Context: an optimization exercise on an open-source flow, tuned for small area, a short achievable clock period and few clock cycles. The choices shown serve that exercise and are no tape-out recipe. Function was checked by simulation only, so behaviour that the tests miss may differ from the original.

==> run C <==
==> flow/design.v (excerpt) <==
module pif_core (
    input  wire         clk,
    input  wire         rst,
    input  wire         host_we,
    input  wire [5:0]   host_addr,
    input  wire [7:0]   host_wdata,
    output wire [7:0]   host_rdata,
    input  wire         start,
    output wire         ready,
    output wire         fault,
    input  wire [127:0] pad,
    output wire         save_en,
    output wire         save_we,
    output wire [7:0]   save_slice,
    output wire [63:0]  save_wdata,
    input  wire [63:0]  save_rdata
);
    localparam [15:0] PAK_LOCK_ADDR    = 16'h0400;
    localparam [15:0] PAK_USABLE_BOUND = 16'h7FE0;
    localparam [3:0] S_IDLE   = 4'd0,
                     S_FETCH  = 4'd1,    
                     S_FETCH2 = 4'd2,    
                     S_DEC    = 4'd3,    
                     S_CRC    = 4'd4,    
                     S_CORR   = 4'd5,    
                     S_CWR    = 4'd6,    
                     S_SRD    = 4'd7,    
                     S_SWG1   = 4'd8,    
                     S_SWG2   = 4'd9,    
                     S_SWR    = 4'd10,   
                     S_FAULT  = 4'd11,
                     S_SRDREQ = 4'd12;   
    reg [511:0] mem;         
    reg [3:0]  st;
    reg [6:0]  p;            
    reg [2:0]  chan;         
    reg [63:0] f;            
    reg        f2;           
    reg [7:0]  slice;
    reg [6:0]  wlo, wend;    
    reg        zpend;        
    reg [7:0]  crc;
    reg [2:0]  crow, cend;   
    reg [2:0]  cms, cml;     
    reg        cfirst;
    reg [2:0]  ccnt;         
    reg        ovf_r;        
    reg [5:0]  sl_r;
    reg [6:0]  q;            
    reg [6:0]  e;            
    wire [2:0] pl  = p[2:0];
    wire [3:0] pl4 = {1'b0, pl};
    wire have1 = f2 || (pl4 + 4'd1 <= 4'd7);
    wire have2 = f2 || (pl4 + 4'd2 <= 4'd7);
    wire have3 = f2 || (pl4 + 4'd3 <= 4'd7);
    wire have4 = f2 || (pl4 + 4'd4 <= 4'd7);
    wire [7:0] h   = f[7:0];
    wire [7:0] rlb = f[15:8];
    wire [7:0] op  = f[23:16];
    wire [5:0] sl  = h[5:0];
    wire [7:0] t1  = (sl > 6'd1) ? f[31:24] : 8'h00;
    wire [7:0] t2  = (sl > 6'd2) ? f[39:32] : 8'h00;
  ...
clock: 10.0 ns
lec_check: 0
abc_clock_period_in_ps: 6000
cap_margin: 20
core_margin: 2
core_utilization: 45
setup_slack_margin: 3.6
slew_margin: 20
run.sh (not shown) runs the stock make flow with config.mk's settings and CLKGATE_MAP_FILE= SYNTH_SCRIPT=/design/flow/synth_recipe.tcl, a recipe that flattens the netlist after the stock synthesis.
==> run B (differences from run C) <==
--- a/flow/design.v
+++ b/flow/design.v
@@ -92,24 +92,17 @@
     wire       trans = !endw && !filler;
     wire       go    = trans && allin && !rlFE && !ovf1;
     wire       fail  = go && !d_ok;
     wire       dwr   = dec && (fail || (go && d_now && !ovf2));
     wire [2:0] chan_inc = (chan == 3'd5) ? 3'd5 : chan + 3'd1;
-    wire       wide  = (d_sig0 || d_sig4 || d_poll) && (rlb > 8'd4);
-    wire       conc  = dec && (fail || (go && d_now && !ovf2 && !wide));
-    wire [6:0] pn    = fail ? e : e_rl;
-    wire [6:0] fp    = dec ? pn : p;
-    wire [2:0] cb    = dec ? chan_inc : chan;
-    wire [2:0] fpl   = fp[2:0];
-    wire [3:0] fpl4  = {1'b0, fpl};
     reg  [7:0] lf;
     integer fk;
     always @* begin
         for (fk = 0; fk < 8; fk = fk + 1)
-            lf[fk] = (fk < fpl) ||
+            lf[fk] = (fk < pl) ||
                      ((memrow[8*fk+7] || memrow[8*fk+6] || memrow[8*fk +: 8] == 8'h00) &&
-                      (memrow[8*fk +: 8] != 8'hFE) && !(fk == 7 && fp[5:3] == 3'd7));
+                      (memrow[8*fk +: 8] != 8'hFE) && !(fk == 7 && p[5:3] == 3'd7));
     end
     reg  [8:0] fo;
     reg  [6:0] p_skip;
     reg  [2:0] chan_skip;
     reg  [3:0] cs;
@@ -123,28 +116,24 @@
             if (fk < 8 && lf[fk]) fo[fk] = 1'b0;
         end
         p_skip    = 7'd0;
         chan_skip = 3'd0;
         for (fk = 0; fk < 9; fk = fk + 1) begin
-            cs = {1'b0, cb} + fk - fpl4;
+            cs = {1'b0, chan} + fk - pl4;
             if (fo[fk]) begin
-                p_skip    = p_skip | ((fk == 8) ? {fp[6:3] + 4'd1, 3'd0} : {fp[6:3], fk[2:0]});
+                p_skip    = p_skip | ((fk == 8) ? {p[6:3] + 4'd1, 3'd0} : {p[6:3], fk[2:0]});
                 chan_skip = chan_skip | ((cs > 4'd5) ? 3'd5 : cs[2:0]);
             end
         end
     end
-    wire skip = !fo[fpl];
+    wire skip = !fo[pl];
     wire [5:0] wsl  = W[5:0];
     wire [7:0] wop  = W[23:16];
     wire       wn3  = (wop == 8'h02 || wop == 8'h04 || wop == 8'h05) && (wsl > 6'd1);
     wire       wn4  = (wop == 8'h02) && (wsl > 6'd2);
-    wire       fend = (W[7:0] == 8'hFE) || (fpl != 3'd7 && W[15:8] == 8'hFE);
-    wire       need2 = (fpl >= 3'd6) || (fpl == 3'd5 && wn3) || (fpl == 3'd4 && wn4);
-    wire       fx_end  = (fp > 7'd62) || (!skip && fend);
-    wire [3:0] fx_st   = fx_end ? S_IDLE : skip ? S_FETCH : need2 ? S_FETCH2 : S_DEC;
-    wire [6:0] fx_p    = skip ? p_skip : fp;
-    wire [2:0] fx_chan = skip ? chan_skip : cb;
+    wire       fend = (W[7:0] == 8'hFE) || (pl != 3'd7 && W[15:8] == 8'hFE);
+    wire       need2 = (pl >= 3'd6) || (pl == 3'd5 && wn3) || (pl == 3'd4 && wn4);
     assign ready      = (st == S_IDLE);
     assign fault      = (st == S_FAULT);
     assign save_en    = (st == S_SRDREQ) || (st == S_SWR);
     assign save_we    = (st == S_SWR);
     assign save_slice = slice;
@@ -155,11 +144,11 @@
         case (st)
             S_FETCH2: erow = p[5:3] + 3'd1;
             S_SWG1:   erow = q[5:3];
             S_SWG2:   erow = q[5:3] + 3'd1;
             S_CRC:    erow = crow;
-            default:  erow = fp[5:3];
+            default:  erow = p[5:3];
         endcase
     end
     wire [2:0]  rsel = hostsel ? host_addr[5:3] : erow;
     wire [63:0] r01 = rsel[0] ? mem[127:64]  : mem[63:0];
     wire [63:0] r23 = rsel[0] ? mem[255:192] : mem[191:128];
@@ -182,35 +171,33 @@
         else if (d_sig4)  rx32 = 32'h00008000;
         else if (d_poll)  rx32 = padc;
         else              rx32 = 32'd0;
     end
     wire        wrx = dec || (st == S_CWR);
-    wire [63:0] X   = (st == S_SRD) ? save_rdata : memrow;
+    wire [63:0] X   = (st == S_SRD) ? save_rdata : (wrx ? {32'd0, rx32} : memrow);
     wire [6:0] dlo = fail ? p + 7'd1 : e;
     wire [6:0] dhi = fail ? p + 7'd2 : e_rl;
     reg [2:0] amt;
     always @* begin
         case (st)
             S_SWG1, S_SWG2: amt = q[2:0];
-            S_SRD:          amt = 3'd0 - wlo[2:0];
-            default:        amt = fpl;
+            S_DEC:          amt = 3'd0 - dlo[2:0];
+            S_SRD, S_CWR:   amt = 3'd0 - wlo[2:0];
+            default:        amt = pl;
         endcase
     end
     wire [63:0] x4 = amt[2] ? {X[31:0], X[63:32]}   : X;
     wire [63:0] x2 = amt[1] ? {x4[15:0], x4[63:16]} : x4;
     wire [63:0] W  = amt[0] ? {x2[7:0], x2[63:8]}   : x2;
     wire [6:0] lo = dec ? dlo : wlo;
     wire [6:0] hi = dec ? dhi : wend;
-    wire [1:0]  ra  = 2'd0 - lo[1:0];
-    wire [31:0] ry2 = ra[1] ? {rx32[15:0], rx32[31:16]} : rx32;
-    wire [31:0] r4  = ra[0] ? {ry2[7:0], ry2[31:8]}     : ry2;
     wire rng_en = dwr || (st == S_SRD) || (st == S_CWR) ||
                   (st == S_SWR && !ovf_r) || (st == S_FETCH && zpend);
     wire clr63  = (dec && (endw || (trans && allin && rlFE))) ||
-                  ((st == S_FETCH || conc) && fx_end);
+                  (st == S_FETCH && (p > 7'd62 || (!skip && fend)));
     wire [63:0] lane_d = (st == S_IDLE) ? {8{host_wdata}} :
-                         (st == S_SRD) ? W : wrx ? {r4, r4} : 64'd0;
+                         (wrx || st == S_SRD) ? W : 64'd0;
     wire [63:0] lane_w = rst ? 64'd0 : lane_d;
     wire [7:0] lo_row_eq, lo_row_gt, lo_lane_ge;
     wire [7:0] hi_row_eq, hi_row_lt, hi_lane_lt;
     wire [7:0] ha_row, ha_lane;
     genvar gr;
@@ -233,11 +220,11 @@
             if (rst ||
                 (host_wr && ha_row[i/8] && ha_lane[i%8]) ||
                 (rng_en && (lo_row_gt[i/8] || (lo_row_eq[i/8] && lo_lane_ge[i%8]))
                         && (hi_row_lt[i/8] || (hi_row_eq[i/8] && hi_lane_lt[i%8]))) ||
                 (i == 63 && clr63))
-                mem[8*i +: 8] <= (i == 63 && clr63) ? 8'h00 : lane_w[8*(i%8) +: 8];
+                mem[8*i +: 8] <= lane_w[8*(i%8) +: 8];
         end
     end
     reg  [63:0] crc_in;
     integer l;
     always @* begin
@@ -296,15 +283,22 @@
                     end
                 end
                 S_FETCH: begin
                     zpend <= 1'b0;
                     f     <= W;
-                    e     <= fp + 7'd2 + {1'b0, W[5:0]};
+                    e     <= p + 7'd2 + {1'b0, W[5:0]};
                     f2    <= 1'b0;
-                    p     <= fx_p;
-                    chan  <= fx_chan;
-                    st    <= fx_st;
+                    if (p > 7'd62) begin
+                        st <= S_IDLE;
+                    end else if (skip) begin
+                        p    <= p_skip;
+                        chan <= chan_skip;
+                    end else if (fend) begin
+                        st <= S_IDLE;
+                    end else begin
+                        st <= need2 ? S_FETCH2 : S_DEC;
+                    end
                 end
                 S_FETCH2: begin
                     for (k = 0; k < 8; k = k + 1)
                         if (pl4 + k > 4'd7)
                             f[8*k +: 8] <= W[8*k +: 8];
@@ -322,26 +316,23 @@
                         st <= S_FETCH2;
                     end else if (rlFE) begin
                         st <= S_IDLE;
                     end else if (ovf1) begin
                         st <= S_FAULT;
-                    end else if (conc) begin
-                        f    <= W;
-                        e    <= fp + 7'd2 + {1'b0, W[5:0]};
-                        f2   <= 1'b0;
-                        p    <= fx_p;
-                        chan <= fx_chan;
-                        st   <= fx_st;
+                    end else if (!d_ok) begin
+                        chan <= chan_inc;
+                        p    <= e;
+                        st   <= S_FETCH;
                     end else if (ovf2 && !d_swr) begin
                         st <= S_FAULT;
                     end else begin
                         chan <= chan_inc;
                         p    <= e_rl;
                         wlo  <= e;
                         wend <= e_rl;
                         if (d_now) begin
-                            wlo   <= e + 7'd4;
+                            wlo   <= e + 7'd8;
                             zpend <= 1'b1;
                             st    <= S_FETCH;
                         end else if (d_long) begin
                             crc    <= 8'h00;
                             crow   <= ms[5:3];
@@ -382,16 +373,11 @@
                     crc  <= crc_zi;
                     ccnt <= ccnt - 3'd1;
                     if (ccnt == 3'd1)
                         st <= S_CWR;
                 end
-                S_CWR: begin
-                    wlo   <= wlo + 7'd4;
-                    zpend <= 1'b1;
-                    st    <= S_FETCH;
-                end
-                S_SRD: begin
+                S_CWR, S_SRD: begin
                     wlo   <= wlo + 7'd8;
                     zpend <= 1'b1;
                     st    <= S_FETCH;
                 end
                 S_SRDREQ: st <= S_SRD;
- CORE_UTILIZATION: 45 -> 60
==> qor.yml <==
outcome:
  outcome: "finished clean"
placed_design:
  place.gp.congestion: 1.07
synthesis:
  syn_avg_cell_area_um2: 10.1
setup_path:
  slowest_stage: "or4b_4"
clock_tree:
  cts_tree: "built"
routing:
  via_per_inst: 6.78
final_layout:
  multi_input_area_um2: 24300
  buffers: 792
  seqAreaFraction: 0.350
  layout_commonest_cell: "edfxtp_1"
die:
  die_h_um: 315
timing:
  fin_crit_sh: 0.738
worst_hold_path:
  hold_path_depth: 2
(the above is from run C)
==> qor.yml <==
synthesis:
  synthXorXnorAreaFrac: 0.0659
  synth.net_count: 4131
  syn_avg_cell_area_um2: 10.5
  synthAdderAreaFrac: 0.0208
  seq_area_frac_synth: 0.485
  synthSimpleGateAreaFrac: 0.143
  syn_area_um2: 40600
  synth_area_leader_cell: "edfxtp_1"
  synth-warning-count: 2
  synthTopCellsByArea: "edfxtp_1 48%, nand2_1 5.2%, mux2i_1 4.4%"
die:
  rows: 95
  die_h_um: 264
clock_tree:
  clock-sinks: 658
  cts_made_buffers: 70
  ctsResizeCount: 325
outcome:
  firstError: "[ERROR GRT-0116] Global routing finished with congestion. Check the congestion regions in the DRC Viewer."
  outcome: "stopped before the end"
  haltStage: "5_1_grt"
placed_design:
  place_ws_ps: 1540
  place.gp.congestion: 1.15
grt:
  grt_max_degree: 70
(the above is from run B)
Testbench counts of run C, summed over its fixed seeds: cycles 73,982.
Testbench counts of run B, summed over its fixed seeds: cycles 77,234.

==> port drivers added, routing unchanged <==
How much do the figures lean on ideal ports? The routed layout below was timed once more, with nothing changed but the port constraints. Step 1: set_driving_cell puts a clkbuf_16 on clk and a buf_2 on each other input, an assumption about the parent block. Step 2 moves the port delays by t, midway between the first and last clock arrival at a register: inputs arrive t later, outputs are due t later. That takes back most of the time a late clock gives input paths. a / b / c = no drivers / after step 1 / after step 2; a / b = the first two.
run: run C
t (ns): 0.748
setup slack, ns: 2.619 / 2.541 / 2.226
clock arrival spread, ns: 0.050 / 0.050
worst data-port slew with drivers (ns): 0.11
After both steps run C still meets setup and hold. For run C, drivers alone change the setup slack by -0.078 ns; drivers and shift together by -0.393 ns.
